This is an optimization exercise on Yosys and OpenROAD, whose aim is small area, a short achievable clock period and few clock cycles, not a production implementation.
Where RTL was checked, it was by simulation tests only, not by an equivalence proof against the original.
No functional check of the RTL was part of runs 1 to 4.
Power and IR drop assume default switching activity.

### design.v
module plenc (
    input  wire        clk,
    input  wire        rst,
    input  wire        in_valid,
    output wire        in_ready,
    input  wire [64:0] in_data,
    output wire        out_valid,
    input  wire        out_ready,
    output wire [8:0]  out_data
);
    function [31:0] fast_add(input [31:0] a, input [31:0] b, input cin);
        reg [31:0] p, g, pp, gg;
        integer l, i, j;
        begin
            p  = a ^ b;
            g  = a & b;
            gg = g;
            pp = p;
            gg[0] = g[0] | (p[0] & cin);
            for (l = 0; l < 5; l = l + 1)
                for (i = 0; i < 32; i = i + 1)
                    if ((i >> l) & 1) begin
                        j = ((i >> (l + 1)) << (l + 1)) + (1 << l) - 1;
                        gg[i] = gg[i] | (pp[i] & gg[j]);
                        pp[i] = pp[i] & pp[j];
                    end
            fast_add = p ^ {gg[30:0], cin};
        end
    endfunction
    reg [31:0] prev_lat;
    reg [31:0] prev_lng;
    reg [31:0] va;
    reg [31:0] vb;
    reg        st_lat;      
    reg        st_lng;      
    reg        tail_v;
    reg [4:0]  tail;        
    reg [1:0]  eos_n;       
    reg        ov;
    reg        oeos;
    reg [7:0]  obyte;
    reg        ir;
    wire        in_op  = in_data[64];
    wire [31:0] in_lat = in_data[63:32];
    wire [31:0] in_lng = in_data[31:0];
    wire [31:0] d_lat = fast_add(in_lat, ~prev_lat, 1'b1);
    wire [31:0] d_lng = fast_add(in_lng, ~prev_lng, 1'b1);
    wire [4:0] ch_a   = va[4:0] ^ {5{va[31]}};
    wire       cont_a = |(va[31:5] ^ {27{va[31]}});
    wire [4:0] ch_b   = vb[4:0] ^ {5{vb[31]}};
    wire       cont_b = |(vb[31:5] ^ {27{vb[31]}});
    wire       cont_b2 = |(vb[31:10] ^ {22{vb[31]}});    
    function [7:0] enc_byte(input cont, input [4:0] ch);
        enc_byte = 8'd63 + {2'b00, cont, ch};
    endfunction
    wire ofree = !ov || out_ready;
    wire take  = in_valid && ir;
    wire ld_tail = ofree && tail_v;
    wire ld_eos  = ofree && !tail_v && (eos_n != 2'd0);
    wire ld_a    = ofree && !tail_v && (eos_n == 2'd0) && st_lat;
    wire ld_b    = ofree && !tail_v && (eos_n == 2'd0) && !st_lat && st_lng;
    reg        st_lat_n, st_lng_n, tail_v_n, b_last_n;
    reg [1:0]  eos_n_n;
    always @(*) begin
        st_lat_n = st_lat;
        st_lng_n = st_lng;
        tail_v_n = tail_v && !ld_tail;
        b_last_n = !cont_b;
        eos_n_n  = eos_n - {1'b0, ld_eos};
        if (ld_a && !cont_a) begin
            st_lat_n = 1'b0;
            st_lng_n = 1'b1;
        end
        if (ld_b) begin
            if (!cont_b) st_lng_n = 1'b0;
            b_last_n = !cont_b2;
        end
        if (take) begin
            if (in_op) begin
                eos_n_n  = eos_n_n + 2'd1;
                st_lng_n = 1'b0;
                if (st_lng && !ld_b) tail_v_n = 1'b1;
            end else begin
                st_lat_n = 1'b1;
                st_lng_n = 1'b0;
                if (st_lng && !ld_b) tail_v_n = 1'b1;
            end
        end
    end
    assign in_ready  = ir;
    assign out_valid = ov;
    assign out_data  = {oeos, obyte};
    always @(posedge clk) begin
        if (rst) begin
            prev_lat <= 32'd0;
            prev_lng <= 32'd0;
            st_lat   <= 1'b0;
            st_lng   <= 1'b0;
            tail_v   <= 1'b0;
            eos_n    <= 2'd0;
            ov       <= 1'b0;
            ir       <= 1'b1;
        end else begin
            st_lat <= st_lat_n;
            st_lng <= st_lng_n;
            tail_v <= tail_v_n;
            eos_n  <= eos_n_n;
            ir     <= (eos_n_n != 2'd2) && !st_lat_n && (!st_lng_n || b_last_n);
            if (ofree) ov <= 1'b0;
            if (ld_tail) begin
                ov    <= 1'b1;
                oeos  <= 1'b0;
                obyte <= enc_byte(1'b0, tail);
            end
            if (ld_eos) begin
                ov    <= 1'b1;
                oeos  <= 1'b1;
                obyte <= 8'd0;
            end
            if (ld_a) begin
                ov    <= 1'b1;
                oeos  <= 1'b0;
                obyte <= enc_byte(cont_a, ch_a);
                va    <= {{5{va[31]}}, va[31:5]};
            end
            if (ld_b) begin
                ov    <= 1'b1;
                oeos  <= 1'b0;
                obyte <= enc_byte(cont_b, ch_b);
                vb    <= {{5{vb[31]}}, vb[31:5]};
            end
            if (take) begin
                if (st_lng && !ld_b) tail <= ch_b;
                if (in_op) begin
                    prev_lat <= 32'd0;
                    prev_lng <= 32'd0;
                end else begin
                    va       <= {d_lat[30:0], 1'b0};
                    vb       <= {d_lng[30:0], 1'b0};
                    prev_lat <= in_lat;
                    prev_lng <= in_lng;
                end
            end
        end
    end
endmodule
module pldec (
    input  wire        clk,
    input  wire        rst,
    input  wire        in_valid,
    output wire        in_ready,
    input  wire [8:0]  in_data,
    output wire        out_valid,
    input  wire        out_ready,
    output wire [65:0] out_data
);
    function [31:0] fast_add(input [31:0] a, input [31:0] b, input cin);
        reg [31:0] p, g, pp, gg;
        integer l, i, j;
        begin
            p  = a ^ b;
            g  = a & b;
            gg = g;
            pp = p;
            gg[0] = g[0] | (p[0] & cin);
            for (l = 0; l < 5; l = l + 1)
                for (i = 0; i < 32; i = i + 1)
                    if ((i >> l) & 1) begin
                        j = ((i >> (l + 1)) << (l + 1)) + (1 << l) - 1;
                        gg[i] = gg[i] | (pp[i] & gg[j]);
                        pp[i] = pp[i] & pp[j];
                    end
            fast_add = p ^ {gg[30:0], cin};
        end
    endfunction
    localparam [1:0] K_POINT = 2'd0, K_END = 2'd1, K_ERR = 2'd2;
    localparam [1:0] ES_IDLE = 2'd0, ES_CLR = 2'd1, ES_LOAD = 2'd2, ES_WAIT = 2'd3;
    reg [31:0] dreg;
    reg        s;
    reg [2:0]  k;
    reg        phase;       
    reg [31:0] cursor;
    reg        pend;        
    reg        pend_lng;    
    reg        end2;        
    reg [1:0]  endc;        
    reg [1:0]  es;          
    reg [31:0] A;
    reg [31:0] B;
    reg        ov;
    reg [1:0]  kind;
    reg        sk_v;
    reg [6:0]  sk;
    wire [6:0]  src    = sk_v ? sk : {in_data[8], in_data[5:0]};
    wire        src_v  = sk_v || in_valid;
    wire        in_eos = src[6];
    wire [5:0]  t      = src[5:0] + 6'd1;    
    wire [4:0]  c      = t[4:0];
    wire        cont   = t[5];
    wire [4:0]  cs     = c ^ {5{s}};
    wire ofree  = !ov || out_ready;
    wire do_end = ofree && (endc != 2'd0);
    wire ev_go  = ofree && (endc == 2'd0) && pend;
    wire blocked = (pend && !ev_go) || end2 || (es != ES_IDLE) || (endc == 2'd3);
    wire take   = src_v && !blocked;
    wire take_b = take && !in_eos;
    wire take_e = take && in_eos;
    wire err_clr  = (es == ES_CLR) && ofree && (endc == 2'd0) && !pend;
    wire err_ld   = (es == ES_LOAD);
    wire err_done = (es == ES_WAIT) && out_ready;
    wire [31:0] sum = fast_add(A, dreg, 1'b0);
    wire new_ev  = (take_b && !cont) || (take_e && phase);
    wire pend_n  = new_ev || (pend && !ev_go);
    wire end2_n  = (take_e && phase) || (end2 && !ev_go);
    wire [1:0] endc_n = endc - {1'b0, do_end}
                        + {1'b0, (take_e && !phase && k == 3'd0) || (ev_go && end2)};
    wire ov_n    = (ov && !ofree) || do_end || (ev_go && pend_lng) || err_ld
                   || (es == ES_WAIT && !out_ready);
    reg [1:0] es_n;
    always @(*) begin
        es_n = es;
        if (take_e && !phase && k != 3'd0) es_n = ES_CLR;
        if (err_clr)  es_n = ES_LOAD;
        if (err_ld)   es_n = ES_WAIT;
        if (err_done) es_n = ES_IDLE;
    end
    assign in_ready  = !sk_v;
    assign out_valid = ov;
    assign out_data  = {kind, A, B};
    always @(posedge clk) begin
        if (rst) begin
            k      <= 3'd0;
            phase  <= 1'b0;
            cursor <= 32'd0;
            pend   <= 1'b0;
            end2   <= 1'b0;
            endc   <= 2'd0;
            es     <= ES_IDLE;
            A      <= 32'd0;
            B      <= 32'd0;
            ov     <= 1'b0;
            sk_v   <= 1'b0;
        end else begin
            pend <= pend_n;
            end2 <= end2_n;
            endc <= endc_n;
            es   <= es_n;
            ov   <= ov_n;
            sk_v <= src_v && !take;
            if (!sk_v) sk <= {in_data[8], in_data[5:0]};
            if (ev_go || err_ld) begin
                A <= B;
                B <= sum;
            end
            if (err_ld) begin
                A    <= 32'd1;
                kind <= K_ERR;
            end
            if (ev_go && pend_lng) kind <= K_POINT;
            if (do_end || err_clr || err_done) begin
                A <= 32'd0;
                B <= 32'd0;
            end
            if (do_end) kind <= K_END;
            if (take_b) begin
                cursor <= fast_add(cursor, 32'd0, 1'b1);
                if (k == 3'd0) begin
                    s    <= c[0];
                    dreg <= {{28{c[0]}}, c[4:1] ^ {4{c[0]}}};
                end
                if (k == 3'd1) dreg[8:4]   <= cs;
                if (k == 3'd2) dreg[13:9]  <= cs;
                if (k == 3'd3) dreg[18:14] <= cs;
                if (k == 3'd4) dreg[23:19] <= cs;
                if (k == 3'd5) dreg[28:24] <= cs;
                if (k == 3'd6) dreg[31:29] <= {cs[1], cs[1], cs[0]};
                if (cont) begin
                    if (k != 3'd7) k <= k + 3'd1;
                end else begin
                    k        <= 3'd0;
                    phase    <= !phase;
                    pend_lng <= phase;
                end
            end
            if (take_e) begin
                k      <= 3'd0;
                phase  <= 1'b0;
                cursor <= 32'd0;
                if (phase) begin
                    pend_lng <= 1'b1;
                    if (k == 3'd0) dreg <= 32'd0;
                end else if (k != 3'd0) begin
                    dreg <= cursor;
                end
            end
        end
    end
endmodule
module polyline_codec (
    input  wire        clk,
    input  wire        rst,
    input  wire        enc_in_valid,
    output wire        enc_in_ready,
    input  wire [64:0] enc_in_data,
    output wire        enc_out_valid,
    input  wire        enc_out_ready,
    output wire [8:0]  enc_out_data,
    input  wire        dec_in_valid,
    output wire        dec_in_ready,
    input  wire [8:0]  dec_in_data,
    output wire        dec_out_valid,
    input  wire        dec_out_ready,
    output wire [65:0] dec_out_data
);
    plenc u_enc (
        .clk(clk), .rst(rst),
        .in_valid(enc_in_valid), .in_ready(enc_in_ready), .in_data(enc_in_data),
        .out_valid(enc_out_valid), .out_ready(enc_out_ready), .out_data(enc_out_data)
    );
    pldec u_dec (
        .clk(clk), .rst(rst),
        .in_valid(dec_in_valid), .in_ready(dec_in_ready), .in_data(dec_in_data),
        .out_valid(dec_out_valid), .out_ready(dec_out_ready), .out_data(dec_out_data)
    );
endmodule
### run.sh
#!/bin/bash
# synth_recipe.tcl (not shown) runs the flow's synth.tcl, then flattens the netlist and writes it again
# the make line also repeats each setting of config.mk as NAME=value (left out here)
make -C /OpenROAD-flow-scripts/flow DESIGN_CONFIG=/design/flow/config.mk WORK_HOME=/design/flow/orfs CLKGATE_MAP_FILE= SYNTH_SCRIPT=/design/flow/synth_recipe.tcl finish
### config.mk
export PLATFORM = sky130hd
export DESIGN_NAME = polyline_codec
export DESIGN_NICKNAME = polyline_codec
export VERILOG_FILES = /design/flow/design.v
export SDC_FILE = /design/flow/constraint.sdc
export NUM_CORES = 4
export LEC_CHECK = 0
export CAP_MARGIN = 20
export CORE_MARGIN = 2
export CORE_UTILIZATION = 40
export PLACE_DENSITY = 0.6
export SETUP_SLACK_MARGIN = 1.5
export SLEW_MARGIN = 20
### constraint.sdc
create_clock -name core_clock -period 5.0 [get_ports {clk}]
set_input_delay 1.0000 -clock core_clock [delete_from_list [all_inputs] [get_ports {clk}]]
set_output_delay 1.0000 -clock core_clock [all_outputs]
set_load 0.01 [all_outputs]
==> impl_metrics.tcl, run 1 <==
set metrics [dict create \
    status "timing/DRC/antenna clean" \
    ys_seq_area_share_pct 42.2 \
    ant_nets 0 \
    slew_headroom_pct 32.3 \
    start_kind "primary input" \
    finalSetupViolCount 0 \
    crit_required_ns 5.27 \
    die_width_um 210 \
    cp_max_fo 4 \
    antenna_found_initial 1 \
    clkTransAtPathRegs_ns 0.06 \
    clock_sink_count 297 \
    tightest_slew_ns 1.01 \
    endpoint_kind "flop" \
    worst-setup-path-type "primary input to flop" \
    drive_above_1_share_pct 6.61 \
    wl_met1_mm 19.8 \
    slew_violations 0 \
    regToRegSetupSlack_ns 1.72 \
    totalWireLength_mm 43.7 \
    coreArea_sq_um 41900 \
    cap_violations 0 \
    ys_ff_latch 297 \
    netlist_area_sq_um 16900 \
    syn2layout_area_growth_pct 21.0 \
    initial_core_util_pct 40.5 \
    cts_buffer_depth 3 \
    finalHoldViolCount 0 \
    dp_hpwl_mm 30.8 \
    synth_edf_count 120 \
    route.detailed.drc 0 \
    cts_tree "yes" \
    layout_min_cycle_time_ns 3.39 \
    numCtsBuffers 37 \
    holdPathStages 2 \
    rows 75 \
    powerDensity_nw_per_um2 378 \
    die_h_um 210 \
    grt_use_total_pct 19.7 \
    async_flop_share_pct 0 \
    fin_crit_sh_pct 67.8 \
    fmax_mhz 295 \
    cpPeakStageDelay_ns 0.48 \
    grt_pass1_wl_mm 70.7 \
    crit-reg2reg-launch "u_dec.dreg[0]" \
    reg2reg_depth 10 \
    viasPerCell 5.38 \
    ctsHtreeMaxLevel 2 \
    hold_ws_ns 0.468 \
    ioPinCount 159 \
    clk_latency_ns 0.55 \
    synth_warnings 2 \
    top_layer "met4" \
    met3WireLength_mm 2.06 \
    syn-mean-instance-area_sq_um 8.79 \
    synth_nets 2129 \
    netlist_instances 1928 \
    grt_max_degree 85 \
    totalNegativeSetupSlack_ns 0 \
    hold_class "flop to flop" \
    drt_iter0_markers 935 \
    mostFrequentLayoutCells "331 x nand2_1, 177 x dfxtp_1, 159 x nor2_1" \
    ys_types 68 \
    path_cells "clkdlybuf4s50_1 -> inv_1 -> ha_1 -> fa_1 -> nor2b_2 -> o31ai_4 -> o211ai_1 -> buf_4 -> a221oi_2 -> nor2_1 -> fa_1 -> nor2_1 -> a31oi_1" \
    synthFlopType "dfxtp_1" \
    wl_met2_mm 20.7 \
    hold_start "u_dec.B[23]" \
    gp_congestion 0.858 \
    final_common_cell "nand2_1" \
    grt_pass1_vias 13635 \
    port_buffers 153 \
    wl_per_cell_um 16.6 \
    dieArea_sq_um 44000 \
    root_buffer "clkbuf_16" \
    rsz0062_at_grt "true" \
    ctsHoldBuffers 0 \
    vdd_ir_drop_max_v 0.000252 \
    firstDrtPassIters 6 \
    nets 2262 \
    grt-ovfl-total 0 \
    final.setup_skew_ns 0.0182 \
    cpMaxStageDelayCell "clkdlybuf4s50_1" \
    vias 14140 \
    power.leakage_nw 7.78 \
    worst_r2r_endpoint "u_dec.B[28]" \
    worstPathArrival_ns 3.67 \
    holdPathEnd "u_dec.A[23]" \
]
-- through the flow --
step	area, sq um	total power, mW	std cells	setup slack, ns	util (%)
3_5_place_dp	19000	5.08	2555	0.581	45.5
6_report	20500	7.76	2629	1.61	49.0
3_3_place_gp	19000	5.03	2555	0.605	45.5
4_1_cts	20300	7.80	2623	1.51	48.5
5_1_grt	20500	8.20	2628	1.43	49.0
2_1_floorplan	17000	4.44	1928	1.51	-
-- registers in the layout, summed over array words and instances (netlist names), 3 cells and up --
name            cells
u_enc.va           32
u_dec.B            32
u_enc.tail          5
u_dec.A            32
u_enc.prev_lng     31
u_enc.prev_lat     31
u_enc.vb           32
u_dec.k             3
u_dec.cursor       32
u_enc.obyte         7
u_dec.sk            7
u_dec.dreg         32
-- cell families after synthesis --
group | count (synthesis) | share of synthesized area, %
AND/OR/NAND/NOR | 666 | 17.1
XOR/XNOR | 135 | 6.98
flip-flops | 297 | 42.2
AO/OA/AOI/OAI | 488 | 18.5
other | 1 | 0.0221
buffers and inverters | 203 | 4.64
adder cells (fa/ha/maj) | 121 | 9.60
multiplexers | 17 | 1.05
-- worst max-delay path, delay by kind of cell --
kind	cells	cell delay, ns
AOI/OAI and AO/OA	4	0.41
adders and majority gates	3	1.06
buffers and inverters	3	0.70
and+or+nand+nor	3	0.50
-- synth_stat cells, types with 48 or more instances --
library cell	instances	area [sq um]
inv_1	115	432
a21oi_1	160	801
xor2_1	63	552
a22o_1	70	613
ha_1	106	1330
edfxtp_1	120	3600
dfxtp_1	177	3540
nor2_1	163	612
nand2_1	332	1250
clkbuf_1	77	289
xnor2_1	72	631
o21ai_0	83	415
a31oi_1	48	300
-- power by group --
part | internal (mW) | switching (mW)
combinational | 0.814 | 1.13
sequential | 2.88 | 0.251
clock | 1.61 | 1.07
-- cell type report --
| class | instances | area [sq um] |
|---|---|---|
| Tap cell | 539 | 674 |
| Fill cell | 3993 | 21300 |
| Sequential cell | 297 | 7150 |
| Clock buffer | 62 | 1180 |
| Multi-Input combinational cell | 1428 | 9250 |
| Inverter | 116 | 439 |
| Timing Repair Buffer | 181 | 1770 |
| Clock inverter | 5 | 36.3 |
| Antenna cell | 1 | 2.50 |
-- per-layer routing --
metal	track usage [%]	vias to the layer above
met5	0	-
met2	34.0	305
li1	-	7066
met1	25.2	6704
met4	6.21	0
met3	3.28	65
-- worst max path at each step --
stage,startpoint,endpoint,slack [ns],cells past startpoint
after global routing,enc_in_data[49],u_enc.va[28],1.43,11
after global placement,enc_in_data[34],u_enc.va[30],0.61,11
after detailed placement,enc_in_data[34],u_enc.va[30],0.58,11
final,enc_in_data[32],u_enc.va[17],1.61,13
after CTS,enc_in_data[0],u_enc.vb[29],1.51,13
after floorplan,rst,u_dec.cursor[26],1.51,5
-- what timing repair did --
item / 4_1_cts / 5_1_grt
pin swaps: 2 / 15
endpoints found under the setup margin: 22 / 37
gates resized for setup: 11 / 31
setup buffers: 1 / 5
==> run 2, diff against run 1 <==
--- a/config.mk
+++ b/config.mk
@@ -9,4 +9,5 @@
 export CORE_MARGIN = 2
 export CORE_UTILIZATION = 40
+export CTS_BUF_LIST = sky130_fd_sc_hd__clkbuf_4
 export PLACE_DENSITY = 0.6
 export SETUP_SLACK_MARGIN = 1.5
==> run 2 against run 1 <==
Worst hold slack lost 0.011 ns. Cell area shrank 1.3%. Combinational power is essentially flat. Sequential power is essentially flat. Via count grew 2.5%. Area after synthesis is the same. Register-to-register slack is essentially flat. Core utilization shrank 0.61 points. Sequential cell count is the same. Clock skew grew 0.016 ns. Synthesized cell count is the same. Critical path type unchanged.
==> impl_metrics.tcl, run 2 <==
set metrics [dict create \
    wl_per_cell_um 16.1 \
    drive_above_1_share_pct 9.13 \
    cpPeakStageDelay_ns 0.55 \
    cts_tree "yes" \
    drt_iter0_markers 897 \
    slew_violations 0 \
    setup.worst_path.start "enc_in_data[34]" \
    root_buffer "clkbuf_4" \
    path_cells "clkdlybuf4s50_1 -> ha_1 -> nor2b_1 -> o31ai_2 -> o211ai_1 -> buf_4 -> a221oi_1 -> nor2_1 -> fa_1 -> xor2_1 -> nor2_1 -> a31oi_1" \
    grt_use_total_pct 19.8 \
    grt_pass1_vias 14128 \
    cap_violations 0 \
    port_buffers 153 \
    grt_max_degree 85 \
    grt-ovfl-total 0 \
    ys_top_cells_by_count "332 x nand2_1, 177 x dfxtp_1, 163 x nor2_1" \
    die_width_um 210 \
    synth.most_common_cell "nand2_1" \
    syn2layout_area_growth_pct 19.5 \
    die_h_um 210 \
    reg2reg_depth 10 \
    netlist_area_sq_um 16900 \
    crit_top_cell "nor2_1" \
    ys_seq_area_share_pct 42.2 \
    cp_max_fo 4 \
    grt_use_met3_pct 4.50 \
    netlist.area_leader.share_pct 21.3 \
    clkTransAtPathRegs_ns 0.07 \
    placed_cell_area_sq_um 19000 \
    endpoint "u_enc.va[18]" \
    synthFlopType "dfxtp_1" \
    vdd_ir_drop_max_v 0.000165 \
    synth_warnings 2 \
    initial_core_util_pct 40.5 \
    ant_nets 0 \
    synth_area_leaders "edfxtp_1 21%, dfxtp_1 21%, ha_1 7.8%" \
    ys_types 68 \
    totalWireLength_mm 43.8 \
    clk_latency_ns 0.76 \
    dieArea_sq_um 44000 \
    numCtsBuffers 87 \
    netlist_instances 1928 \
    setup_ws_ns 1.68 \
    dp_hpwl_mm 30.8 \
    rsz0062_at_grt "false" \
    fin_crit_sh_pct 66.4 \
    synth_edf_count 120 \
    regArea_sq_um 7150 \
    vias 14494 \
    viasPerCell 5.32 \
    synth_nets 2129 \
    firstDrtPassIters 5 \
    syn-mean-instance-area_sq_um 8.79 \
    ioPinCount 159 \
    endpoint_kind "flop" \
    finalHoldViolCount 0 \
    holdPathStages 2 \
    power.leakage_nw 7.80 \
    ys_ff_latch 297 \
    hold_ws_ns 0.457 \
    worstPathArrival_ns 3.80 \
    tightest_slew_ns 0.994 \
    final.setup_skew_ns 0.0339 \
    hold_class "flop to flop" \
    antenna_found_initial 4 \
    route.detailed.drc 0 \
    coreArea_sq_um 41900 \
    fmax_mhz 301 \
    status "timing/DRC/antenna clean" \
    cts_buffer_depth 3 \
    layout_min_cycle_time_ns 3.32 \
    regToRegSetupSlack_ns 1.72 \
    finalSetupViolCount 0 \
    clock_sink_count 297 \
    yosys.area.top_type "edfxtp_1" \
    dp_slack_ns 0.581 \
    hold_start "u_dec.B[25]" \
    gp_congestion 0.858 \
    mostFrequentLayoutCells "331 x nand2_1, 177 x dfxtp_1, 159 x nor2_1" \
    slew_headroom_pct 33.6 \
    final_area_sq_um 20200 \
    busiest_layer "met2" \
    grtUsageMet1_pct 24.5 \
    grt_pass1_wl_mm 71.2 \
    nets 2309 \
    nFillCells 4064 \
    worst-setup-path-type "primary input to flop" \
    multi_input_area_sq_um 9130 \
    start_kind "primary input" \
    totalNegativeSetupSlack_ns 0 \
    use_met2_pct 34.2 \
    crit_required_ns 5.48 \
    ctsHtreeMaxLevel 3 \
    async_flop_share_pct 0 \
    final_common_cell "nand2_1" \
    worst_r2r_endpoint "u_dec.B[28]" \
    cpMaxStageDelayCell "clkdlybuf4s50_1" \
    crit-reg2reg-launch "u_dec.dreg[0]" \
    powerDensity_nw_per_um2 363 \
    rows 75 \
]
==> run 2: area by class of cell <==
| type | count | area share [%] |
|---|---|---|
| Inverter | 116 | 2.17 |
| Clock inverter | 28 | 0.525 |
| Antenna cell | 5 | 0.0618 |
| Timing Repair Buffer | 178 | 8.61 |
| Multi-Input combinational cell | 1428 | 45.1 |
| Sequential cell | 297 | 35.3 |
| Clock buffer | 133 | 4.93 |
| Tap cell | 539 | 3.33 |
==> run 2: logic make-up (layout without fill, tap and decap cells) <==
family                     Yosys count  count (layout)  share of synthesized area, %
AOI/OAI and AO/OA                  488             488                          18.5
xor gates and xnor gates           135             135                          6.98
adders and majority gates          121             121                          9.60
buffers and inverters              203             455                          4.64
DFF                                297             297                          42.2
muxes                               17              17                          1.05
other                                1               6                        0.0221
and+or+nand+nor                    666             666                          17.1
==> run 2: power breakdown <==
group	internal (mW)	switching [mW]	leakage, nW
sequential	2.88	0.248	2.60
clock	1.21	1.09	0.666
combinational	0.800	1.12	4.54
==> run 2: repair_timing <==
| action | in CTS | in global routing |
|---|---|---|
| pin swaps | 0 | 4 |
| setup endpoints to repair | 6 | 21 |
| gates cloned | 0 | 0 |
| endpoints found under the hold margin | 0 | 0 |
| resized for setup | 5 | 10 |
| hold buffers | 0 | 0 |
| buffers inserted | 0 | 3 |
==> run 2: how the worst min path moves through the flow <==
stage	end
floorplan	u_enc.prev_lat[10]
detailed placement	u_enc.prev_lat[3]
CTS	u_dec.A[25]
global placement	u_enc.prev_lat[28]
global route	u_dec.A[19]
finish	u_dec.A[25]
==> run 2: worst max-delay path: cells and delay by family <==
kind	cells	cell delay, ns
compound gates	4	0.90
xor+xnor	1	0.18
fa+ha+maj	2	0.65
buf+inv	2	0.71
simple gates	3	0.36
==> run 2: metrics by stage <==
| step | instances | total power [mW] | utilization [%] |
|---|---|---|---|
| global route | 2723 | 7.84 | 48.4 |
| global placement | 2555 | 5.03 | 45.5 |
| detailed placement | 2555 | 5.08 | 45.5 |
| CTS | 2716 | 7.44 | 48.2 |
| floorplan | 1928 | 4.44 | - |
| finish | 2724 | 7.35 | 48.4 |
==> run 2: layer usage <==
metal | wire (um) | up-vias | share of wire (%)
met3 | 2410 | 80 | 5.5
met4 | 948 | 0 | 2.2
met2 | 21000 | 344 | 48
li1 | - | 7223 | -
met1 | 19500 | 6847 | 45
met5 | 0 | - | 0
==> run 3, diff against run 2 <==
==> flow/run.sh (new file) <==
#!/bin/bash
# The standard layout, with every port buffered by a buf_1 instead of the
# buffer buffer_ports picks by default. Each tool's full output is in
# orfs/logs/; make's own output is in make.log.
set -euo pipefail
export BUFFER_PORTS_ARGS="-buffer_cell sky130_fd_sc_hd__buf_1"
bash standard.sh > make.log 2>&1
==> standard.sh (new file) <==
#!/bin/bash
# synth_recipe.tcl (not shown) runs the flow's synth.tcl, then flattens the netlist and writes it again
# the make line also repeats each setting of config.mk as NAME=value (left out here)
make -C /OpenROAD-flow-scripts/flow DESIGN_CONFIG=/design/flow/config.mk WORK_HOME=/design/flow/orfs CLKGATE_MAP_FILE= SYNTH_SCRIPT=/design/flow/synth_recipe.tcl "${@:-finish}"
removed: run.sh
==> run 3 against run 2 <==
Still clean. Die area did not move. Register-to-register slack barely moved. Area after synthesis did not move. Setup slack improved by 0.042 ns. Cell area fell by 4.8%. Combinational power fell by 5%. Maximum frequency rose by 1.3%. Power fell by 0.71%. Sequential cell count did not move. Clock skew rose by 0.0073 ns. Critical endpoint is now u_dec.cursor[31].
==> impl_metrics.tcl, run 3 <==
set metrics [dict create \
    clk_latency_ns 0.80 \
    ctsHtreeMaxLevel 3 \
    coreArea_sq_um 41900 \
    mostFrequentLayoutCells "331 x nand2_1, 177 x dfxtp_1, 160 x nor2_1" \
    ctsHoldBuffers 0 \
    gp_congestion 0.840 \
    totalWireLength_mm 43.9 \
    netlist_instances 1928 \
    totalNegativeSetupSlack_ns 0 \
    cpPeakStageDelay_ns 0.60 \
    netlist_area_sq_um 16900 \
    worstPathArrival_ns 3.91 \
    status "timing/DRC/antenna clean" \
    initial_core_util_pct 40.5 \
    hold_class "primary input to flop" \
    powerDensity_nw_per_um2 379 \
    nets 2307 \
    grt_max_degree 60 \
    worst-setup-path-type "flop to flop" \
    finalSetupViolCount 0 \
    crit_buf_inv 1 \
    ioPinCount 159 \
    ys_ff_latch 297 \
    port_buffers 153 \
    cpMaxStageDelayCell "dfxtp_1" \
    ys_types 68 \
    power.leakage_nw 7.43 \
    grt_pass1_wl_mm 71.4 \
    clkTransAtPathRegs_ns 0.06 \
    synth.most_common_cell "nand2_1" \
    firstDrtPassIters 6 \
    die_width_um 210 \
    crit_family "simple AND/OR/NAND/NOR gates" \
    async_flop_share_pct 0 \
    setup_ws_ns 1.72 \
    root_buffer "clkbuf_4" \
    syn2layout_area_growth_pct 13.8 \
    synth_warnings 2 \
    fin_crit_sh_pct 65.5 \
    ant_nets 0 \
    grt_use_total_pct 20.0 \
    yosys.area.top_type "edfxtp_1" \
    final_common_cell "nand2_1" \
    synth_edf_count 120 \
    layout_min_cycle_time_ns 3.28 \
    cts_tree "yes" \
    dp_slack_ns 0.918 \
    dieArea_sq_um 44000 \
    endpoint_kind "flop" \
    path_cells "mux2_4 -> or4b_1 -> buf_4 -> or4_4 -> nor3_4 -> and3_4 -> nand4_1 -> xor2_1 -> nor2_2" \
    rows 75 \
    p_total_mw 7.30 \
    nFillCells 4160 \
    numCtsBuffers 87 \
    synth_nets 2129 \
    start_kind "flop" \
    drt_iter0_markers 1017 \
    die_h_um 210 \
    ys_seq_area_share_pct 42.2 \
    vias 14483 \
    ys_top_cells_by_count "332 x nand2_1, 177 x dfxtp_1, 163 x nor2_1" \
    tightest_slew_ns 0.910 \
    fmax_mhz 305 \
    drive_above_1_share_pct 9.05 \
    rsz0062_at_grt "false" \
    synth_area_leaders "edfxtp_1 21%, dfxtp_1 21%, ha_1 7.8%" \
    hold_ws_ns 0.466 \
    final.setup_skew_ns 0.0412 \
    grt-ovfl-total 0 \
    cts_buffer_depth 3 \
    synthFlopType "dfxtp_1" \
    finalHoldViolCount 0 \
    viasPerCell 5.32 \
    crit_required_ns 5.63 \
    clock_sink_count 297 \
    dp_hpwl_mm 31.1 \
    grt_pass1_vias 14089 \
    cap_violations 0 \
    slew_headroom_pct 38.5 \
    wl_per_cell_um 16.1 \
    netlist.area_leader.share_pct 21.3 \
    syn-mean-instance-area_sq_um 8.79 \
    antenna_found_initial 3 \
    vdd_ir_drop_max_v 0.000205 \
    cp_max_fo 25 \
    slew_violations 0 \
    route.detailed.drc 0 \
]
==> run 3: cell count changes in the layout (fill, tap and decap cells not counted), sizes merged <==
cell           before  now
clkinv             26   18
clkdlybuf4s50     153    0
diode               5    7
inv               117  118
clkbuf            133  139
buf                25  176
==> run 3: kinds of logic after synthesis <==
group                      synth area share, %
AOI/OAI and AO/OA                         18.5
xor gates and xnor gates                  6.98
adders and majority gates                 9.60
buffers and inverters                     4.64
DFF                                       42.2
muxes                                     1.05
other                                   0.0221
and+or+nand+nor                           17.1
==> run 3: layer usage <==
layer / wire length (um) / vias up / global-route usage [%]
met2: 20700 / 402 / 33.3
met1: 19200 / 6768 / 24.7
met3: 2750 / 93 / 5.13
met4: 1240 / 0 / 7.97
li1: - / 7220 / -
met5: 0 / - / 0
==> run 3: final timing paths <==
kind / startpoint / endpoint / slack [ns] / cells past startpoint
worst max-delay path: u_dec.sk_v / u_dec.cursor[31] / 1.72 / 9
worst min-delay path: enc_in_data[0] / u_enc.prev_lng[0] / 0.47 / 2
worst max register to register: u_dec.sk_v / u_dec.cursor[31] / 1.72 / 9
worst min register to register: u_dec.B[24] / u_dec.B[24] / 0.47 / 2
==> run 3: per-stage QoR <==
stage               instances  utilization (%)  area [sq um]
finish                   2723             46.1         19300
global route             2721             46.1         19300
CTS                      2715             45.9         19200
detailed placement       2555             43.2         18100
global placement         2555             43.2         18100
floorplan                1928                -         17000
==> run 3: final cells by class <==
cell class	instances	area, sq um	share of cell area (%)
Sequential cell	297	7150	37.1
Multi-Input combinational cell	1428	9100	47.2
Clock inverter	21	81.3	0.422
Tap cell	539	674	3.50
Clock buffer	139	1040	5.41
Antenna cell	7	17.5	0.0909
Timing Repair Buffer	176	779	4.04
Inverter	116	439	2.28
==> run 3: power breakdown <==
group | switching [mW] | leakage [nW] | total (mW) | internal [mW]
Combinational | 1.12 | 4.15 | 1.82 | 0.697
Clock | 1.10 | 0.688 | 2.36 | 1.25
Sequential | 0.242 | 2.60 | 3.12 | 2.88
Total | 2.47 | 7.43 | 7.30 | 4.83
==> run 3: what timing repair did <==
item / in CTS / in global routing
setup buffers: 0 / 0
setup endpoints to repair: 3 / 8
gates resized for setup: 2 / 3
==> run 4, diff against run 3 <==
--- a/config.mk
+++ b/config.mk
@@ -11,4 +11,4 @@
 export CTS_BUF_LIST = sky130_fd_sc_hd__clkbuf_4
 export PLACE_DENSITY = 0.6
-export SETUP_SLACK_MARGIN = 1.5
+export SETUP_SLACK_MARGIN = 2.0
 export SLEW_MARGIN = 20
==> run 4 against run 3 <==
Sequential cell count stayed put. Setup slack better by 0.32 ns. Core utilization is 0.90 points higher. Clock skew is 0.024 ns higher. Combinational power is 4% higher. Critical endpoint is now u_dec.B[26]. Critical path type unchanged. Cell area is 2.0% higher. Synthesized cell count stayed put. Power is 1.2% higher.
==> impl_metrics.tcl, run 4 <==
set metrics [dict create \
    viasPerCell 5.33 \
    ys_seq_area_share_pct 42.2 \
    powerDensity_nw_per_um2 376 \
    netlist_instances 1928 \
    synth_warnings 2 \
    initial_core_util_pct 40.5 \
    worst-setup-path-type "flop to flop" \
    port_buffers 153 \
    coreArea_sq_um 41900 \
    ant_nets 0 \
    ys_types 68 \
    grt_max_degree 59 \
    drt_iter0_markers 928 \
    fmax_mhz 338 \
    rsz0062_at_grt "true" \
    route.detailed.drc 0 \
    holdPathEnd "u_dec.A[26]" \
    synth_area_leaders "edfxtp_1 21%, dfxtp_1 21%, ha_1 7.8%" \
    synth.most_common_cell "nand2_1" \
    mostFrequentLayoutCells "330 x nand2_1, 174 x dfxtp_1, 160 x nor2_1" \
    start_kind "flop" \
    reg2reg_depth 11 \
    root_buffer "clkbuf_4" \
    worstPathArrival_ns 3.61 \
    endpoint_kind "flop" \
    ctsHtreeMaxLevel 3 \
    status "timing/DRC/antenna clean" \
    holdPathStages 2 \
    totalWireLength_mm 44.0 \
    final.setup_skew_ns 0.0657 \
    cap_violations 0 \
    antenna_found_initial 4 \
    totalNegativeSetupSlack_ns 0 \
    crit_required_ns 5.65 \
    slew_violations 0 \
    async_flop_share_pct 0 \
    die_width_um 210 \
    grt_pass1_vias 13975 \
    synth_edf_count 120 \
    hold_start "u_dec.B[26]" \
    syn2layout_area_growth_pct 16.0 \
    dieArea_sq_um 44000 \
    vias 14559 \
    final_common_cell "nand2_1" \
    tightest_slew_ns 1.00 \
    grt_use_total_pct 19.7 \
    grt-ovfl-total 0 \
    syn-mean-instance-area_sq_um 8.79 \
    rows 75 \
    grt_pass1_wl_mm 70.6 \
    worst_r2r_endpoint "u_dec.B[26]" \
    power.leakage_nw 7.50 \
    netlist_area_sq_um 16900 \
    cts_tree "yes" \
    cts_buffer_depth 3 \
    ys_ff_latch 297 \
    nets 2321 \
    cp_max_fo 4 \
    clk_latency_ns 0.81 \
    placed_cell_area_sq_um 18300 \
    dp_hpwl_mm 31.0 \
    synth_nets 2129 \
    numCtsBuffers 87 \
    crit-reg2reg-launch "u_dec.dreg[0]" \
    ctsHoldBuffers 0 \
    clkTransAtPathRegs_ns 0.07 \
    drive_above_1_share_pct 11.6 \
    die_h_um 210 \
    firstDrtPassIters 5 \
    yosys.area.top_type "edfxtp_1" \
    finalHoldViolCount 0 \
    hold_class "flop to flop" \
    layout_min_cycle_time_ns 2.96 \
    fin_crit_sh_pct 59.2 \
    final_area_sq_um 19700 \
    finalSetupViolCount 0 \
    nFillCells 4176 \
    netlist.area_leader.share_pct 21.3 \
    clock_sink_count 297 \
    regToRegSetupSlack_ns 2.04 \
    vdd_ir_drop_max_v 0.000189 \
    ioPinCount 159 \
    synthFlopType "dfxtp_1" \
    ys_top_cells_by_count "332 x nand2_1, 177 x dfxtp_1, 163 x nor2_1" \
    wl_per_cell_um 16.1 \
    slew_headroom_pct 32.9 \
    gp_congestion 0.847 \
]
==> run 4: cell types whose count changed in the layout (fill, tap and decap cells not counted), moves of 6 or more <==
| cell | change |
|---|---|
| o21ai_0 | -12 |
| fa_2 | +6 |
| o31ai_1 | -6 |
| a21oi_2 | +11 |
| fa_1 | -6 |
| a21oi_1 | -11 |
| buf_4 | +12 |
| o21ai_1 | +8 |
==> run 4: layout make-up <==
cell class / instances / area (sq um) / area share [%]
antenna: 2 / 5.00 / 0.0255
clock buffer: 134 / 1010 / 5.12
clock inverter: 23 / 114 / 0.579
inverter: 116 / 464 / 2.36
multi-input combinational: 1428 / 9350 / 47.6
sequential: 297 / 7150 / 36.4
tap: 539 / 674 / 3.43
timing repair buffer: 190 / 893 / 4.54
==> run 4: layer usage <==
layer | GRT usage [%] | part of all wire (%) | vias up
met3 | 4.89 | 5.9 | 91
met5 | 0 | 0.050 | -
li1 | - | - | 7232
met2 | 32.2 | 46 | 365
met1 | 24.8 | 45 | 6867
met4 | 8.68 | 3.0 | 4
==> run 4: critical path, stage by stage (launching register included) <==
cell and delay [ns]:
edfxtp_1 0.44, ha_2 0.21, fa_2 0.39, a211oi_4 0.27, o211a_1 0.25, o31ai_4 0.12, a31oi_4 0.28, nand2_2 0.11
a31o_2 0.27, a21oi_1 0.17, xnor2_1 0.09, a22o_1 0.19
==> run 4: through the flow <==
step / setup slack, ns / total power, mW / cells / hold slack [ns] / utilization (%)
global route: 1.91 / 7.87 / 2729 / 0.417 / 47.0
global placement: 1.20 / 4.97 / 2555 / 0.456 / 43.7
finish: 2.04 / 7.39 / 2729 / 0.447 / 47.0
CTS: 2.00 / 7.45 / 2720 / 0.371 / 46.6
floorplan: 1.53 / 4.48 / 1928 / 0.442 / -
detailed placement: 1.17 / 5.01 / 2556 / 0.454 / 43.7
==> run 4: report_power, final <==
group | internal, mW | switching (mW)
Combinational | 0.740 | 1.15
Sequential | 2.88 | 0.252
Clock | 1.26 | 1.11
==> run 4: cell families after synthesis <==
group,after synthesis,share of synthesized area (%)
DFF,297,42.2
other,1,0.0221
AOI/OAI and AO/OA,488,18.5
xor gates and xnor gates,135,6.98
adders and majority gates,121,9.60
and+or+nand+nor,666,17.1
buffers and inverters,203,4.64
muxes,17,1.05
==> run 4: worst max path at each step <==
stage / start / cells past startpoint / to
2_1_floorplan: rst / 5 / u_dec.cursor[26]
6_report: u_dec.dreg[0] / 11 / u_dec.B[26]
5_1_grt: u_dec.endc[1] / 9 / u_dec.cursor[31]
3_5_place_dp: dec_out_ready / 11 / u_dec.cursor[31]
4_1_cts: u_dec.dreg[0] / 10 / u_dec.B[28]
3_3_place_gp: dec_out_ready / 11 / u_dec.cursor[31]
==> run 4: what timing repair did <==
item / 4_1_cts / 5_1_grt
hold endpoints to repair: 0 / 0
buffers inserted: 7 / 6
endpoints found under the setup margin: 36 / 34
gates cloned: 0 / 1
resized for setup: 13 / 17
pin swaps: 5 / 10
==> run 5, diff against run 4 <==
--- a/design.v
+++ b/design.v
@@ -181,4 +181,6 @@
     reg        phase;       
     reg [31:0] cursor;
+    reg        inc_q;       
+    reg        clr_q;       
     reg        pend;        
     reg        pend_lng;    
@@ -233,4 +235,6 @@
             phase  <= 1'b0;
             cursor <= 32'd0;
+            inc_q  <= 1'b0;
+            clr_q  <= 1'b0;
             pend   <= 1'b0;
             end2   <= 1'b0;
@@ -263,6 +267,9 @@
             end
             if (do_end) kind <= K_END;
+            cursor <= clr_q ? 32'd0 : fast_add(cursor, 32'd0, inc_q);
+            inc_q  <= take_b;
+            clr_q  <= (take_e && (phase || k == 3'd0)) || err_clr;
+            if (err_clr) dreg <= cursor;
             if (take_b) begin
-                cursor <= fast_add(cursor, 32'd0, 1'b1);
                 if (k == 3'd0) begin
                     s    <= c[0];
@@ -286,10 +293,7 @@
                 k      <= 3'd0;
                 phase  <= 1'b0;
-                cursor <= 32'd0;
                 if (phase) begin
                     pend_lng <= 1'b1;
                     if (k == 3'd0) dreg <= 32'd0;
-                end else if (k != 3'd0) begin
-                    dreg <= cursor;
                 end
             end
--- a/config.mk
+++ b/config.mk
@@ -11,4 +11,4 @@
 export CTS_BUF_LIST = sky130_fd_sc_hd__clkbuf_4
 export PLACE_DENSITY = 0.6
-export SETUP_SLACK_MARGIN = 2.0
+export SETUP_SLACK_MARGIN = 2.5
 export SLEW_MARGIN = 20
==> run 5 against run 4 <==
Sequential power is essentially flat. Clock power grew 4%. Area after synthesis up 1.2%. Largest cell class unchanged. Setup slack better by 0.15 ns. Clock skew shrank 0.0086 ns. Global-route usage up 0.42 points. Final cell count rose by 1.0%. Non-clock buffer count rose by 49. Register-to-register slack gained 0.22 ns. Cell area is 7.6% higher.
==> impl_metrics.tcl, run 5 <==
set metrics [dict create \
    status "timing/DRC/antenna clean" \
    die_width_um 211 \
    ctsHtreeMaxLevel 3 \
    synthFlopType "dfxtp_1" \
    mostFrequentLayoutCells "303 x nand2_1, 156 x dfxtp_1, 148 x buf_1" \
    fin_crit_sh_pct 56.3 \
    port_buffers 153 \
    cts_buffer_depth 3 \
    cpPeakStageDelay_ns 0.43 \
    netlist_instances 1905 \
    top_layer "met5" \
    grt_max_degree 64 \
    grt_pass1_wl_mm 73.1 \
    totalNegativeSetupSlack_ns 0 \
    ant_nets 0 \
    initial_core_util_pct 40.7 \
    finalHoldViolCount 0 \
    ys_top_cells_by_count "313 x nand2_1, 179 x dfxtp_1, 140 x nor2_1" \
    cts_tree "yes" \
    synth_warnings 2 \
    hold_class "primary input to flop" \
    p_switching_mw 2.61 \
    cp_max_fo 2 \
    die_h_um 211 \
    clk_latency_ns 0.79 \
    met3WireLength_mm 2.07 \
    dp_hpwl_mm 30.6 \
    layout_min_cycle_time_ns 2.81 \
    cpMaxStageDelayCell "fa_2" \
    wl_met1_mm 19.7 \
    final.setup_skew_ns 0.0571 \
    grt_pass1_vias 14843 \
    worstPathArrival_ns 3.31 \
    dieArea_sq_um 44600 \
    clkTransAtPathRegs_ns 0.06 \
    ctsHoldBuffers 0 \
    numCtsBuffers 88 \
    slew_headroom_pct 31.5 \
    syn2layout_area_growth_pct 23.3 \
    slew_violations 0 \
    synth.most_common_cell "nand2_1" \
    coreArea_sq_um 42100 \
    clock_sink_count 299 \
    clkPwrFrac_pct 31.7 \
    totalWireLength_mm 44.8 \
    power.leakage_nw 8.14 \
    vias 14805 \
    crit_required_ns 5.49 \
    endpoint_kind "flop" \
    path_cells "buf_2 -> inv_12 -> ha_4 -> fa_2 -> nor2b_4 -> o21ai_2 -> a21boi_2 -> o32ai_4 -> o21a_4 -> o21a_1 -> inv_2 -> fa_2 -> nor2_2 -> a31oi_1" \
    wl_met2_mm 21.6 \
    ioPinCount 159 \
    worst-setup-path-type "primary input to flop" \
    start_kind "primary input" \
    cap_violations 0 \
    yosys.area.top_type "edfxtp_1" \
    ys_ff_latch 299 \
    tightest_slew_ns 1.03 \
    rsz0062_at_grt "true" \
    route.detailed.drc 0 \
    comb_power_share_pct 27.8 \
    p_int_mw 5.14 \
    crit_top_cell "fa_2" \
    final_common_cell "nand2_1" \
    rows 75 \
    ys_types 86 \
    root_buffer "clkbuf_4" \
    antenna_found_initial 3 \
    grt-ovfl-total 0 \
    powerDensity_nw_per_um2 366 \
    finalSetupViolCount 0 \
    p_sw_share_pct 33.7 \
    netlist.area_leader.share_pct 21.0 \
    drt_iter0_markers 900 \
    netlist_area_sq_um 17200 \
    fmax_mhz 355 \
    synth_area_leaders "edfxtp_1 21%, dfxtp_1 21%, ha_1 7.8%" \
    async_flop_share_pct 0 \
    ys_seq_area_share_pct 41.9 \
    firstDrtPassIters 5 \
    sequentialPowerShare_pct 40.5 \
    grt_use_total_pct 20.1 \
    drive_above_1_share_pct 21.7 \
    vdd_ir_drop_max_v 0.000185 \
    wl_per_cell_um 16.2 \
    synth_edf_count 120 \
    nets 2348 \
    gp_congestion 0.900 \
    viasPerCell 5.37 \
    p_total_mw 7.75 \
    syn-mean-instance-area_sq_um 9.00 \
    synth_nets 2107 \
]
## run 5: cell count changes after synthesis, moves of 8 or more
| cell | delta |
|---|---|
| a21oi_1 | -35 |
| a311oi_1 | +9 |
| or2_2 | +9 |
| and2_1 | +11 |
| xor2_1 | -9 |
| mux2i_1 | +10 |
| nor2_1 | -23 |
| a221oi_1 | +8 |
| o221ai_1 | -11 |
| o21ai_0 | -18 |
| nand2_1 | -19 |
| nand3_1 | +20 |
| o21ai_1 | +9 |
## run 5: path summary, 6_finish.rpt
check | startpoint | to | cells after the start | slack, ns
worst min-delay path | enc_in_data[33] | u_enc.prev_lat[1] | 2 | 0.45
worst max register to register | u_enc.prev_lat[0] | u_enc.va[17] | 12 | 2.26
worst min register to register | u_enc.prev_lat[6] | u_enc.prev_lat[6] | 1 | 0.46
worst max-delay path | enc_in_data[32] | u_enc.va[17] | 14 | 2.19
## run 5: final cells by class
| class | count | area (sq um) |
|---|---|---|
| clock inverter | 21 | 136 |
| timing repair buffer | 239 | 1320 |
| antenna | 4 | 10.0 |
| sequential | 299 | 7220 |
| clock buffer | 137 | 1030 |
| multi-input combinational | 1409 | 10300 |
| fill | 4011 | 21000 |
| inverter | 109 | 433 |
| tap | 539 | 674 |
## run 5: logic make-up after synthesis
kind of cell	after synthesis	synth area share, %
DFF	299	41.9
other	1	0.0219
buffers and inverters	197	4.57
AOI/OAI and AO/OA	473	18.6
xor gates and xnor gates	125	6.38
muxes	29	1.79
and+or+nand+nor	659	17.2
adders and majority gates	122	9.56
## run 5: critical path: cells and delay by family
family / cells / cell delay [ns]
buffers and inverters: 3 / 0.27
AO/OA/AOI/OAI: 6 / 0.83
adder cells (fa/ha/maj): 3 / 0.99
AND/OR/NAND/NOR: 2 / 0.21
## run 5: timing repair
item / 4_1_cts / 5_1_grt
buffers inserted: 37 / 31
gates cloned: 0 / 1
pin swaps: 68 / 82
setup endpoints to repair: 139 / 145
gates resized for setup: 96 / 104
## run 5: layer usage
metal	track usage, %	vias to the layer above
met5	0	-
met4	8.62	2
met3	5.07	103
met2	34.4	340
met1	24.0	7035
li1	-	7325
## run 5: stage by stage
| stage | area [sq um] | hold slack [ns] | instances | setup WS [ns] | utilization, % |
|---|---|---|---|---|---|
| 2_1_floorplan | 17600 | 0.438 | 1905 | 1.63 | - |
| 3_3_place_gp | 18600 | 0.454 | 2526 | 1.11 | 44.2 |
| 3_5_place_dp | 18600 | 0.455 | 2526 | 1.08 | 44.2 |
| 4_1_cts | 20400 | 0.351 | 2721 | 2.20 | 48.5 |
| 5_1_grt | 21200 | 0.380 | 2756 | 2.16 | 50.2 |
| 6_report | 21200 | 0.453 | 2757 | 2.19 | 50.2 |
## run 5: power groups by stage
stage	logic (mW)	clock network, mW	registers (mW)
after floorplan	1.46	0	3.12
after global placement	1.88	0	3.18
after detailed placement	1.91	0	3.18
after CTS	2.03	2.55	3.13
after global routing	2.41	2.68	3.17
final	2.15	2.46	3.14
Testbench counts of run 5, summed over its fixed seeds: cycles 31,934.
==> run 6, diff against run 5 <==
==> flow/run.sh (replaced) <==
#!/bin/bash
# The standard layout, with every port buffered by a buf_1 (instead of the
# buffer buffer_ports picks by default) and a clock tree built without dummy
# loads. Each tool's full output is in orfs/logs/; make's output in make.log.
set -euo pipefail
export BUFFER_PORTS_ARGS="-buffer_cell sky130_fd_sc_hd__buf_1"
export CTS_ARGS="-sink_clustering_enable -repair_clock_nets -buf_list sky130_fd_sc_hd__clkbuf_8 -sink_clustering_size 12 -sink_clustering_max_diameter 40 -dont_use_dummy_load"
bash standard.sh > make.log 2>&1
--- a/config.mk
+++ b/config.mk
@@ -9,6 +9,8 @@
 export CORE_MARGIN = 2
 export CORE_UTILIZATION = 40
-export CTS_BUF_LIST = sky130_fd_sc_hd__clkbuf_4
+export CTS_BUF_LIST = sky130_fd_sc_hd__clkbuf_8
+export CTS_CLUSTER_DIAMETER = 40
+export CTS_CLUSTER_SIZE = 12
 export PLACE_DENSITY = 0.6
-export SETUP_SLACK_MARGIN = 2.5
+export SETUP_SLACK_MARGIN = 2.0
 export SLEW_MARGIN = 20
==> run 6 against run 5 <==
Still clean on timing, DRC and antenna. Sequential power is essentially flat. Critical path depth is the same. Via count shrank 3.6%. Register-to-register slack lost 0.11 ns. Setup slack lost 0.21 ns. Power shrank 10%. First-iteration DRC count grew 8.2%. Routed wire length shrank 4.1%. Combinational power shrank 12%. Clock-buffer cell count shrank 82. Largest power group unchanged.
==> impl_metrics.tcl, run 6 <==
set metrics [dict create \
    drive_above_1_share_pct 9.18 \
    synth_area_leaders "edfxtp_1 21%, dfxtp_1 21%, ha_1 7.8%" \
    grt_use_total_pct 19.3 \
    setup_ws_ns 1.97 \
    grt_pass1_wl_mm 70.0 \
    nets 2253 \
    mostFrequentLayoutCells "310 x nand2_1, 178 x dfxtp_1, 150 x buf_1" \
    worst-setup-path-type "primary input to flop" \
    coreArea_sq_um 42100 \
    totalWireLength_mm 43.0 \
    wl_per_cell_um 16.6 \
    cap_violations 0 \
    final.setup_skew_ns 0.0658 \
    status "timing/DRC/antenna clean" \
    start_kind "primary input" \
    gp_congestion 0.854 \
    totalNegativeSetupSlack_ns 0 \
    vdd_ir_drop_max_v 0.000167 \
    initial_core_util_pct 40.7 \
    syn-mean-instance-area_sq_um 9.00 \
    yosys.area.top_type "edfxtp_1" \
    rows 75 \
    crit_required_ns 5.30 \
    grt-ovfl-total 0 \
    ctsHtreeMaxLevel 2 \
    ioPinCount 159 \
    holdPathStages 2 \
    cts_tree "yes" \
    synth_nets 2107 \
    ys_ff_latch 299 \
    powerDensity_nw_per_um2 358 \
    async_flop_share_pct 0 \
    hold_ws_ns 0.467 \
    ctsHoldBuffers 0 \
    cpPeakStageDelay_ns 0.41 \
    power.leakage_nw 7.33 \
    synth_edf_count 120 \
    syn2layout_area_growth_pct 12.8 \
    ys_top_cells_by_count "313 x nand2_1, 179 x dfxtp_1, 140 x nor2_1" \
    netlist_area_sq_um 17200 \
    crit-reg2reg-launch "u_enc.prev_lat[0]" \
    drt_iter0_markers 974 \
    ys_seq_area_share_pct 41.9 \
    endpoint_kind "flop" \
    grt_max_degree 100 \
    cp_max_fo 4 \
    place_inst 2528 \
    clkTransAtPathRegs_ns 0.08 \
    synth.most_common_cell "nand2_1" \
    slew_headroom_pct 27.4 \
    dp_slack_ns 1.08 \
    rsz0062_at_grt "true" \
    setup.worst_path.start "enc_in_data[32]" \
    die_width_um 211 \
    hold_start "u_dec.B[27]" \
    ant_nets 0 \
    path_cells "buf_4 -> inv_12 -> ha_4 -> fa_2 -> nor2b_1 -> o21ai_2 -> a21boi_2 -> o32ai_4 -> o21a_4 -> o21a_4 -> inv_2 -> fa_2 -> nor2_1 -> a31oi_1" \
    vias 14271 \
    synth_warnings 2 \
    dieArea_sq_um 44600 \
    layout_min_cycle_time_ns 3.03 \
    finalHoldViolCount 0 \
    fin_crit_sh_pct 60.5 \
    viasPerCell 5.51 \
    ys_types 86 \
    fmax_mhz 331 \
    port_buffers 153 \
    tightest_slew_ns 1.09 \
    slew_violations 0 \
    worst_r2r_endpoint "u_enc.va[17]" \
    clock_sink_count 299 \
    regToRegSetupSlack_ns 2.15 \
    finalSetupViolCount 0 \
    antennaDiodeCount 0 \
    netlist.area_leader.share_pct 21.0 \
    root_buffer "clkbuf_8" \
    synthFlopType "dfxtp_1" \
    grt_pass1_vias 13892 \
    dp_hpwl_mm 30.7 \
    worstPathArrival_ns 3.32 \
    holdPathEnd "u_dec.A[27]" \
    cts_buffer_depth 3 \
    cpMaxStageDelayCell "fa_2" \
    firstDrtPassIters 7 \
    die_h_um 211 \
    netlist_instances 1905 \
    numCtsBuffers 55 \
    hold_class "flop to flop" \
    antenna_found_initial 1 \
    route.detailed.drc 0 \
    stdcell_count 2588 \
    reg2reg_depth 12 \
    final_common_cell "nand2_1" \
    clk_latency_ns 0.65 \
]
run 6: where the power goes:
group	internal [mW]	switching, mW
registers	2.90	0.243
logic	0.743	1.15
clock network	0.957	0.941
run 6: layout make-up:
class	count	area [sq um]
fillers	4157	22800
multi-input cells	1409	9540
flip-flops and latches	299	7190
repair buffers	177	761
clock buffers	55	757
well taps	539	674
inverters	109	433
run 6: logic make-up (layout without fill, tap and decap cells):
kind of cell / Yosys count / after routing / synth area share, %
AND/OR/NAND/NOR: 659 / 659 / 17.2
AO/OA/AOI/OAI: 473 / 473 / 18.6
flip-flops: 299 / 299 / 41.9
buffers and inverters: 197 / 341 / 4.57
XOR/XNOR: 125 / 125 / 6.38
adder cells (fa/ha/maj): 122 / 122 / 9.56
multiplexers: 29 / 29 / 1.79
other: 1 / 1 / 0.0219
run 6: repair_timing:
| action | CTS | global route |
|---|---|---|
| gates cloned | 0 | 0 |
| setup buffers | 3 | 2 |
| endpoints found under the setup margin | 17 | 40 |
| pin swaps | 3 | 5 |
| resized for setup | 9 | 8 |
run 6: routing by layer:
| metal | wire length [um] | vias to the layer above | global-route usage (%) |
|---|---|---|---|
| li1 | - | 7039 | - |
| met3 | 2270 | 75 | 3.82 |
| met5 | 16 | - | 0 |
| met2 | 20700 | 356 | 33.1 |
| met1 | 19000 | 6799 | 24.1 |
| met4 | 976 | 2 | 6.39 |
run 6: worst max-delay path by stage:
stage,to,slack (ns),cells past startpoint
final,u_enc.va[17],1.97,14
after global routing,u_enc.va[17],1.88,14
after CTS,u_enc.va[17],1.93,14
after detailed placement,u_enc.va[17],1.08,14
after global placement,u_enc.va[17],1.09,14
after floorplan,u_dec.s,1.63,4
run 6: through the flow:
stage | area (sq um) | total power [mW] | util [%]
after floorplan | 17500 | 4.54 | -
after global placement | 18500 | 5.02 | 43.9
after detailed placement | 18500 | 5.06 | 43.9
after CTS | 19300 | 7.00 | 45.8
after global routing | 19400 | 7.37 | 45.9
final | 19400 | 6.93 | 45.9
run 6: critical path: cells and delay by family:
family                     cells  cell delay (ns)
adders and majority gates      3             0.94
buffers and inverters          3             0.23
and+or+nand+nor                2             0.25
AOI/OAI and AO/OA              6             0.89
==> run 7, diff against run 6 <==
--- a/flow/run.sh
+++ b/flow/run.sh
@@ -5,4 +5,4 @@
 set -euo pipefail
 export BUFFER_PORTS_ARGS="-buffer_cell sky130_fd_sc_hd__buf_1"
-export CTS_ARGS="-sink_clustering_enable -repair_clock_nets -buf_list sky130_fd_sc_hd__clkbuf_8 -sink_clustering_size 12 -sink_clustering_max_diameter 40 -dont_use_dummy_load"
+export CTS_ARGS="-sink_clustering_enable -repair_clock_nets -buf_list sky130_fd_sc_hd__clkbuf_4 -sink_clustering_size 8 -sink_clustering_max_diameter 35 -dont_use_dummy_load"
 bash standard.sh > make.log 2>&1
--- a/config.mk
+++ b/config.mk
@@ -9,7 +9,7 @@
 export CORE_MARGIN = 2
 export CORE_UTILIZATION = 40
-export CTS_BUF_LIST = sky130_fd_sc_hd__clkbuf_8
-export CTS_CLUSTER_DIAMETER = 40
-export CTS_CLUSTER_SIZE = 12
+export CTS_BUF_LIST = sky130_fd_sc_hd__clkbuf_4
+export CTS_CLUSTER_DIAMETER = 35
+export CTS_CLUSTER_SIZE = 8
 export PLACE_DENSITY = 0.6
 export SETUP_SLACK_MARGIN = 2.0
==> run 7 against run 6 <==
Sequential power barely moved. Highest routed layer unchanged. Final cell count rose by 0.81%. Die area did not move. Non-clock buffer count did not move. Setup slack improved by 0.091 ns. Still clean on timing, DRC and antenna. Power fell by 4.9%. First-iteration DRC count fell by 15%. Clock-buffer cell count rose by 17. Routed wire length fell by 0.44%. Maximum frequency rose by 3.1%. Area after synthesis did not move. Cell area fell by 1.0%.
==> impl_metrics.tcl, run 7 <==
set metrics [dict create \
    status "timing/DRC/antenna clean" \
    die_h_um 211 \
    power.leakage_nw 7.27 \
    port_buffers 153 \
    ys_top_cells_by_count "313 x nand2_1, 179 x dfxtp_1, 140 x nor2_1" \
    busiest_layer "met2" \
    finalHoldViolCount 0 \
    rows 75 \
    finalSetupViolCount 0 \
    clk_latency_ns 0.78 \
    gp_congestion 0.854 \
    grt_use_total_pct 19.4 \
    clkTransAtPathRegs_ns 0.06 \
    synth_area_leaders "edfxtp_1 21%, dfxtp_1 21%, ha_1 7.8%" \
    ys_seq_area_share_pct 41.9 \
    grtUsageMet1_pct 23.8 \
    endpoint_kind "flop" \
    start_kind "primary input" \
    crit_required_ns 5.48 \
    nFillCells 4214 \
    grt_max_degree 100 \
    synth_nets 2107 \
    syn-mean-instance-area_sq_um 9.00 \
    cp_max_fo 5 \
    hold_class "flop to flop" \
    async_flop_share_pct 0 \
    ys_types 86 \
    syn2layout_area_growth_pct 11.7 \
    viasPerCell 5.51 \
    die_width_um 211 \
    netlist.area_leader.share_pct 21.0 \
    slew_headroom_pct 33.2 \
    mostFrequentLayoutCells "310 x nand2_1, 177 x dfxtp_1, 152 x buf_1" \
    dp_hpwl_mm 30.7 \
    root_buffer "clkbuf_4" \
    antenna_found_initial 3 \
    firstDrtPassIters 5 \
    vias 14384 \
    layout_min_cycle_time_ns 2.93 \
    cts_tree "yes" \
    tightest_slew_ns 1.00 \
    drive_above_1_share_pct 9.87 \
    worstPathArrival_ns 3.41 \
    final_common_cell "nand2_1" \
    netlist_area_sq_um 17200 \
    totalNegativeSetupSlack_ns 0 \
    fmax_mhz 341 \
    synth.most_common_cell "nand2_1" \
    coreArea_sq_um 42100 \
    synth_edf_count 120 \
    numCtsBuffers 72 \
    grt_use_met3_pct 4.68 \
    route.detailed.drc 0 \
    final.setup_skew_ns 0.0772 \
    netlist_instances 1905 \
    grt-ovfl-total 0 \
    ys_ff_latch 299 \
    initial_core_util_pct 40.7 \
    rsz0062_at_grt "true" \
    vdd_ir_drop_max_v 0.000163 \
    final_core_util_pct 45.5 \
    fin_crit_sh_pct 58.7 \
    use_met2_pct 33.2 \
    yosys.area.top_type "edfxtp_1" \
    cap_violations 0 \
    dieArea_sq_um 44600 \
    ctsHtreeMaxLevel 3 \
    grt_pass1_wl_mm 70.3 \
    ioPinCount 159 \
    ant_nets 0 \
    synth_warnings 2 \
    clock_sink_count 299 \
    wl_per_cell_um 16.4 \
    slew_violations 0 \
    synthFlopType "dfxtp_1" \
    cts_buffer_depth 3 \
    totalWireLength_mm 42.8 \
    drt_iter0_markers 827 \
    powerDensity_nw_per_um2 344 \
    nets 2270 \
    worst-setup-path-type "primary input to flop" \
    grt_pass1_vias 14057 \
]
run 7: cell counts after synthesis:
Identical to the previous run, type by type.
run 7: timing repair:
action	in CTS	in global routing
hold buffers	0	0
resized for setup	6	9
pin swaps	1	5
endpoints found under the setup margin	18	36
buffers inserted	1	3
run 7: final cells by class:
type / count / area, sq um / area share, %
well taps: 539 / 674 / 3.52
multi-input cells: 1409 / 9530 / 49.8
repair buffers: 177 / 778 / 4.06
clock buffers: 72 / 541 / 2.82
diodes: 4 / 10.0 / 0.0523
inverters: 109 / 433 / 2.26
flip-flops and latches: 299 / 7190 / 37.5
run 7: power breakdown:
group | internal (mW) | switching (mW) | total (mW) | leakage, nW
Clock | 0.654 | 0.908 | 1.56 | 0.331
Sequential | 2.90 | 0.241 | 3.14 | 2.61
Combinational | 0.745 | 1.14 | 1.89 | 4.33
Total | 4.30 | 2.29 | 6.59 | 7.27
run 7: path summary, 6_finish.rpt:
| check | endpoint | cells after the start | startpoint | slack, ns |
|---|---|---|---|---|
| max | u_enc.va[17] | 14 | enc_in_data[32] | 2.07 |
| max reg2reg | u_dec.B[31] | 11 | u_dec.dreg[0] | 2.14 |
| min reg2reg | u_dec.A[14] | 2 | u_dec.B[14] | 0.46 |
| min | u_dec.A[14] | 2 | u_dec.B[14] | 0.46 |
run 7: logic make-up (layout without fill, tap and decap cells):
| logic type | count (synthesis) | in the layout | share of synthesized area, % |
|---|---|---|---|
| DFF | 299 | 299 | 41.9 |
| buffers and inverters | 197 | 358 | 4.57 |
| xor gates and xnor gates | 125 | 125 | 6.38 |
| AOI/OAI and AO/OA | 473 | 473 | 18.6 |
| and+or+nand+nor | 659 | 659 | 17.2 |
| other | 1 | 5 | 0.0219 |
| muxes | 29 | 29 | 1.79 |
| adders and majority gates | 122 | 122 | 9.56 |
run 7: routing by layer:
layer / part of all wire (%) / up-vias
li1: - / 7120
met2: 48 / 340
met4: 2.4 / 2
met5: 0.037 / -
met3: 5.5 / 82
met1: 44 / 6840
run 7: through the flow:
step                      instance area [sq um]  worst slack, ns  std cells  hold WS [ns]  power [mW]
after floorplan                           17500             1.63       1905         0.438        4.54
after global placement                    18500             1.09       2528         0.456        5.02
after detailed placement                  18500             1.08       2528         0.455        5.06
after CTS                                 19100             2.00       2601         0.406        6.67
after global routing                      19200             1.99       2608         0.414        7.04
final                                     19200             2.07       2609         0.463        6.59
run 7: worst max-delay path, cell delays in order:
cell	delay [ns]
clkbuf_4	0.16
inv_12	0.03
ha_4	0.15
fa_2	0.39
nor2b_2	0.13
o21ai_2	0.07
a21boi_2	0.20
o32ai_4	0.14
o21a_4	0.25
o21a_1	0.21
inv_2	0.10
fa_2	0.42
nor2_1	0.10
a31oi_1	0.05

afterwards: timing with drivers on the ports:
Ports are ideal in the flow. The routed layouts listed here were re-timed in OpenROAD.
Step 1 assumes that a clkbuf_16 drives the clock port and a buf_2 every other input.
Step 2 also shifts input and output timing later by t, the mid clock arrival at the registers, as if the neighbouring blocks saw the same clock.
Three values: no drivers, after step 1, after step 2; two values: the first two.
run	t, ns	slack for setup (ns)	slew at the worst register clock pin (ns)	worst slew at a driven data input, ns	cell pins on the clock port's net
run 1	0.591	1.608 / 1.613 / 1.022	0.06 / 0.06	0.09	1
run 2	0.797	1.681 / 1.664 / 0.867	0.07 / 0.07	0.09	1
run 3	0.825	1.723 / 1.723 / 1.004	0.07 / 0.07	0.11	1
run 4	0.823	2.039 / 2.039 / 1.254	0.08 / 0.08	0.10	1
run 5	0.818	2.187 / 2.217 / 1.399	0.07 / 0.07	0.07	1
run 6	0.669	1.974 / 2.004 / 1.334	0.08 / 0.08	0.07	1
run 7	0.787	2.065 / 2.096 / 1.309	0.09 / 0.09	0.07	1
After both steps setup and hold are still met in every run listed. For run 2, which loses most, drivers alone change the setup slack by -0.017 ns; drivers and shift together by -0.814 ns.
